Background: an optimization exercise with open tools, aiming at a short achievable clock period, few clock cycles per item and low power. Do not read the settings as production practice. In this exercise RTL edits were held to simulation tests only and were not proved equivalent to the original. Power and IR drop assume default switching activity.

==> lagoon <==
## phz_osc_core
module phz_osc_core (
    input  wire        clk,
    input  wire        rst,
    input  wire        cmd_valid,
    output wire        cmd_ready,
    input  wire [1:0]  cmd_op,        
    input  wire [3:0]  cmd_type,      
    input  wire [31:0] cmd_x0,        
    input  wire [31:0] cmd_x1,        
    input  wire [31:0] cmd_x2,        
    output reg         rsp_valid,
    output wire [31:0] rsp_s0,
    output wire [31:0] rsp_s1,
    output wire [31:0] rsp_s2,
    output reg         rsp_clamp,
    output reg         rsp_err
);
==> module phz_fadd, before the edit <==
module phz_fadd (
    input  wire [31:0] a,
    input  wire [31:0] b,
    input  wire        sub,
    output reg  [31:0] y
);
    wire [31:0] bb = {b[31] ^ sub, b[30:0]};
    wire a_nan = (a[30:23] == 8'hFF) && (a[22:0] != 0);
    wire b_nan = (bb[30:23] == 8'hFF) && (bb[22:0] != 0);
    wire a_inf = (a[30:23] == 8'hFF) && (a[22:0] == 0);
    wire b_inf = (bb[30:23] == 8'hFF) && (bb[22:0] == 0);
    wire [7:0] ea = (a[30:23] == 0)  ? 8'd1 : a[30:23];
    wire [7:0] eb = (bb[30:23] == 0) ? 8'd1 : bb[30:23];
    wire [8:0] d_ab = {1'b0, ea} - {1'b0, eb};
    wire [7:0] d_ba = eb - ea;
    wire        a_ge  = !d_ab[8];
    wire [31:0] big   = a_ge ? a : bb;
    wire [31:0] sml   = a_ge ? bb : a;
    wire [7:0]  e_big = a_ge ? ea : eb;
    wire [7:0]  diff  = a_ge ? d_ab[7:0] : d_ba;
    wire [23:0] m_big   = {big[30:23] != 0, big[22:0]};
    wire [23:0] m_small = {sml[30:23] != 0, sml[22:0]};
    wire [26:0] big_al  = {m_big, 3'b000};
    wire        eff_sub = big[31] ^ sml[31];
    wire        near    = eff_sub && (diff[7:1] == 7'd0);
    wire [4:0]  dshift = (diff > 8'd31) ? 5'd31 : diff[4:0];
    wire [53:0] small_wide = {m_small, 3'b000, 27'd0} >> dshift;
    wire [26:0] small_al   = {small_wide[53:28], small_wide[27] | (small_wide[26:0] != 0)};
    wire [27:0] f_sum = eff_sub ? ({1'b0, big_al} - {1'b0, small_al})
                                : ({1'b0, big_al} + {1'b0, small_al});
    reg [26:0] f_norm;
    reg [8:0]  f_e;
    always @* begin
        if (f_sum[27]) begin
            f_norm = {f_sum[27:2], f_sum[1] | f_sum[0]};
            f_e    = {1'b0, e_big} + 9'd1;
        end else if (eff_sub && !f_sum[26]) begin
            f_norm = {f_sum[25:0], 1'b0};
            f_e    = {1'b0, e_big} - 9'd1;
        end else begin
            f_norm = f_sum[26:0];
            f_e    = {1'b0, e_big};
        end
    end
    wire [26:0] small_n = diff[0] ? {1'b0, m_small, 2'b00} : {m_small, 3'b000};
    wire [27:0] n_sub1  = {1'b0, big_al} - {1'b0, small_n};
    wire [26:0] n_sub2  = small_n - big_al;            
    wire        n_neg   = n_sub1[27];
    wire [26:0] n_sum   = n_neg ? n_sub2 : n_sub1[26:0];
    wire [26:0] limit = (e_big <= 8'd27) ? (27'h4000000 >> (e_big - 8'd1)) : 27'd0;
    function [4:0] lzc32(input [31:0] x);
        reg [15:0] x16;
        reg [7:0]  x8;
        reg [3:0]  x4;
        reg [1:0]  x2;
        reg        z16, z8, z4, z2, z1;
        begin
            z16 = (x[31:16] == 0);   x16 = z16 ? x[15:0]  : x[31:16];
            z8  = (x16[15:8] == 0);  x8  = z8  ? x16[7:0] : x16[15:8];
            z4  = (x8[7:4] == 0);    x4  = z4  ? x8[3:0]  : x8[7:4];
            z2  = (x4[3:2] == 0);    x2  = z2  ? x4[1:0]  : x4[3:2];
            z1  = !x2[1];
            lzc32 = {z16, z8, z4, z2, z1};
        end
    endfunction
    wire [4:0]  lshift = lzc32({n_sum | limit, 5'b11111});
    wire [26:0] n_norm = n_sum << lshift;
    wire [8:0]  n_e    = {1'b0, e_big} - {4'd0, lshift};
    wire [26:0] norm   = near ? n_norm : f_norm;
    wire [8:0]  e_norm = near ? n_e : f_e;
    wire        zero   = near ? (n_sum == 0) : (f_sum == 0);
    wire        r_sign = (near && n_neg) ? sml[31] : big[31];
    wire        rnd_up = norm[2] & (norm[1] | norm[0] | norm[3]);
    wire [24:0] m_rnd  = {1'b0, norm[26:3]} + {24'd0, rnd_up};
    wire [8:0]  e_fin  = m_rnd[24] ? e_norm + 9'd1 : e_norm;
    always @* begin
        if (a_nan || b_nan || (a_inf && b_inf && (a[31] != bb[31])))
            y = 32'h7FC00000;
        else if (a_inf || b_inf)
            y = {a_inf ? a[31] : bb[31], 8'hFF, 23'd0};
        else if (zero)
            y = {eff_sub ? 1'b0 : big[31], 31'd0};
        else if (e_fin >= 9'd255)
            y = {r_sign, 8'hFF, 23'd0};
        else if (m_rnd[24])
            y = {r_sign, e_fin[7:0], m_rnd[23:1]};
        else if (m_rnd[23])
            y = {r_sign, e_fin[7:0], m_rnd[22:0]};
        else
            y = {r_sign, 8'd0, m_rnd[22:0]};
    end
endmodule
Settings: LEC_CHECK=0, CAP_MARGIN=20, CORE_MARGIN=2, CORE_UTILIZATION=40, SLEW_MARGIN=20; clock period 27.0 ns.
standard.sh (not shown) runs the stock make flow with config.mk's settings and CLKGATE_MAP_FILE= SYNTH_SCRIPT=/design/flow/synth_recipe.tcl, a recipe that flattens the netlist after the stock synthesis.
==> flow/flow/run.sh <==
#!/bin/bash
# Standard synthesis and layout (the standard.sh), with repair_timing
# aiming for extra setup slack so the layout reaches a shorter period.
set -euo pipefail
bash standard.sh SETUP_SLACK_MARGIN=15 finish > standard_flow.log 2>&1
==> inputs of xenon, as changes to lagoon <==
--- a/flow/design.v
+++ b/flow/design.v
@@ -20,33 +20,17 @@
     wire [7:0]  diff  = a_ge ? d_ab[7:0] : d_ba;
     wire [23:0] m_big   = {big[30:23] != 0, big[22:0]};
     wire [23:0] m_small = {sml[30:23] != 0, sml[22:0]};
-    wire [26:0] big_al  = {m_big, 3'b000};
-    wire        eff_sub = big[31] ^ sml[31];
-    wire        near    = eff_sub && (diff[7:1] == 7'd0);
     wire [4:0]  dshift = (diff > 8'd31) ? 5'd31 : diff[4:0];
     wire [53:0] small_wide = {m_small, 3'b000, 27'd0} >> dshift;
     wire [26:0] small_al   = {small_wide[53:28], small_wide[27] | (small_wide[26:0] != 0)};
-    wire [27:0] f_sum = eff_sub ? ({1'b0, big_al} - {1'b0, small_al})
-                                : ({1'b0, big_al} + {1'b0, small_al});
-    reg [26:0] f_norm;
-    reg [8:0]  f_e;
-    always @* begin
-        if (f_sum[27]) begin
-            f_norm = {f_sum[27:2], f_sum[1] | f_sum[0]};
-            f_e    = {1'b0, e_big} + 9'd1;
-        end else if (eff_sub && !f_sum[26]) begin
-            f_norm = {f_sum[25:0], 1'b0};
-            f_e    = {1'b0, e_big} - 9'd1;
-        end else begin
-            f_norm = f_sum[26:0];
-            f_e    = {1'b0, e_big};
-        end
-    end
-    wire [26:0] small_n = diff[0] ? {1'b0, m_small, 2'b00} : {m_small, 3'b000};
-    wire [27:0] n_sub1  = {1'b0, big_al} - {1'b0, small_n};
-    wire [26:0] n_sub2  = small_n - big_al;            
-    wire        n_neg   = n_sub1[27];
-    wire [26:0] n_sum   = n_neg ? n_sub2 : n_sub1[26:0];
+    wire [26:0] big_al     = {m_big, 3'b000};
+    wire        eff_sub = big[31] ^ sml[31];
+    wire [27:0] s_add   = {1'b0, big_al} + {1'b0, small_al};
+    wire [27:0] s_sub1  = {1'b0, big_al} - {1'b0, small_al};
+    wire [26:0] s_sub2  = small_al - big_al;
+    wire        neg     = eff_sub && s_sub1[27];    
+    wire [27:0] sum     = !eff_sub ? s_add : neg ? {1'b0, s_sub2} : s_sub1;
+    wire        r_sign  = neg ? sml[31] : big[31];
     wire [26:0] limit = (e_big <= 8'd27) ? (27'h4000000 >> (e_big - 8'd1)) : 27'd0;
     function [4:0] lzc32(input [31:0] x);
         reg [15:0] x16;
@@ -63,22 +47,28 @@
             lzc32 = {z16, z8, z4, z2, z1};
         end
     endfunction
-    wire [4:0]  lshift = lzc32({n_sum | limit, 5'b11111});
-    wire [26:0] n_norm = n_sum << lshift;
-    wire [8:0]  n_e    = {1'b0, e_big} - {4'd0, lshift};
-    wire [26:0] norm   = near ? n_norm : f_norm;
-    wire [8:0]  e_norm = near ? n_e : f_e;
-    wire        zero   = near ? (n_sum == 0) : (f_sum == 0);
-    wire        r_sign = (near && n_neg) ? sml[31] : big[31];
-    wire        rnd_up = norm[2] & (norm[1] | norm[0] | norm[3]);
-    wire [24:0] m_rnd  = {1'b0, norm[26:3]} + {24'd0, rnd_up};
-    wire [8:0]  e_fin  = m_rnd[24] ? e_norm + 9'd1 : e_norm;
+    wire [4:0] lshift = lzc32({sum[26:0] | limit, 5'b11111});
+    reg [26:0] norm;
+    reg [8:0]  e_norm;
+    reg        rnd_up;
+    reg [24:0] m_rnd;
+    reg [8:0]  e_fin;
     always @* begin
+        if (sum[27]) begin
+            norm   = {sum[27:2], sum[1] | sum[0]};
+            e_norm = {1'b0, e_big} + 9'd1;
+        end else begin
+            norm   = sum[26:0] << lshift;
+            e_norm = {1'b0, e_big} - {4'd0, lshift};
+        end
+        rnd_up = norm[2] & (norm[1] | norm[0] | norm[3]);
+        m_rnd  = {1'b0, norm[26:3]} + {24'd0, rnd_up};
+        e_fin  = m_rnd[24] ? e_norm + 9'd1 : e_norm;
         if (a_nan || b_nan || (a_inf && b_inf && (a[31] != bb[31])))
             y = 32'h7FC00000;
         else if (a_inf || b_inf)
             y = {a_inf ? a[31] : bb[31], 8'hFF, 23'd0};
-        else if (zero)
+        else if (sum == 0)
             y = {eff_sub ? 1'b0 : big[31], 31'd0};
         else if (e_fin >= 9'd255)
             y = {r_sign, 8'hFF, 23'd0};
==> key figures <==
Drt
  – Met2 WL post-DR: 249 mm

Placement
  – Routability congestion estimate: 1.08

GRT
  – Met2 Use GR: 68.7%

Outcome
  – Status: timing/DRC/antenna clean
# the run above: xenon

==> key figures <==
Power
  – Power share of the clock group: 8.4%

Layout
  – Commonest non-fill, non-tap cell in the layout: nand2_1

Outcome
  – Status: timing/DRC/antenna clean

GRT
  – Met2 Use GR: 74.5%

Drt
  – Met2 WL post-DR: 289 mm
  – Detailed-route DRC error count: 0

Logic synthesis
  – Synth area leader: edfxtp_1
  – Share of flip-flops with an asynchronous set or reset: 0%

Placement
  – Routability congestion estimate: 1.15
# the run above: lagoon

Testbench counts of lagoon, summed over its fixed seeds: cycles 107,416, items 16,000.
Testbench counts of xenon, summed over its fixed seeds: cycles 107,416, items 16,000.

## what the ideal ports hide
The flow's constraints put no driver on any port. The routed layouts listed below were extracted and timed again, unchanged, in two steps.
Step 1: set_driving_cell puts a clkbuf_16 on clk and a buf_2 on each other input, an assumption about the parent block.
Step 2 moves the port delays by t, midway between the first and last clock arrival at a register: inputs arrive t later, outputs are due t later. That takes back most of the time a late clock gives input paths.
Slacks: no drivers / after step 1 / after step 2; pairs: no drivers / after step 1.
run	shift t [ns]	setup slack, ns	worst setup path at the end	worst slew at a driven data input, ns
lagoon	0.900	13.762 / 13.762 / 13.762	register to register	0.09
xenon	0.908	11.817 / 11.817 / 11.817	register to register	0.14
After both steps every run listed still meets setup and hold.
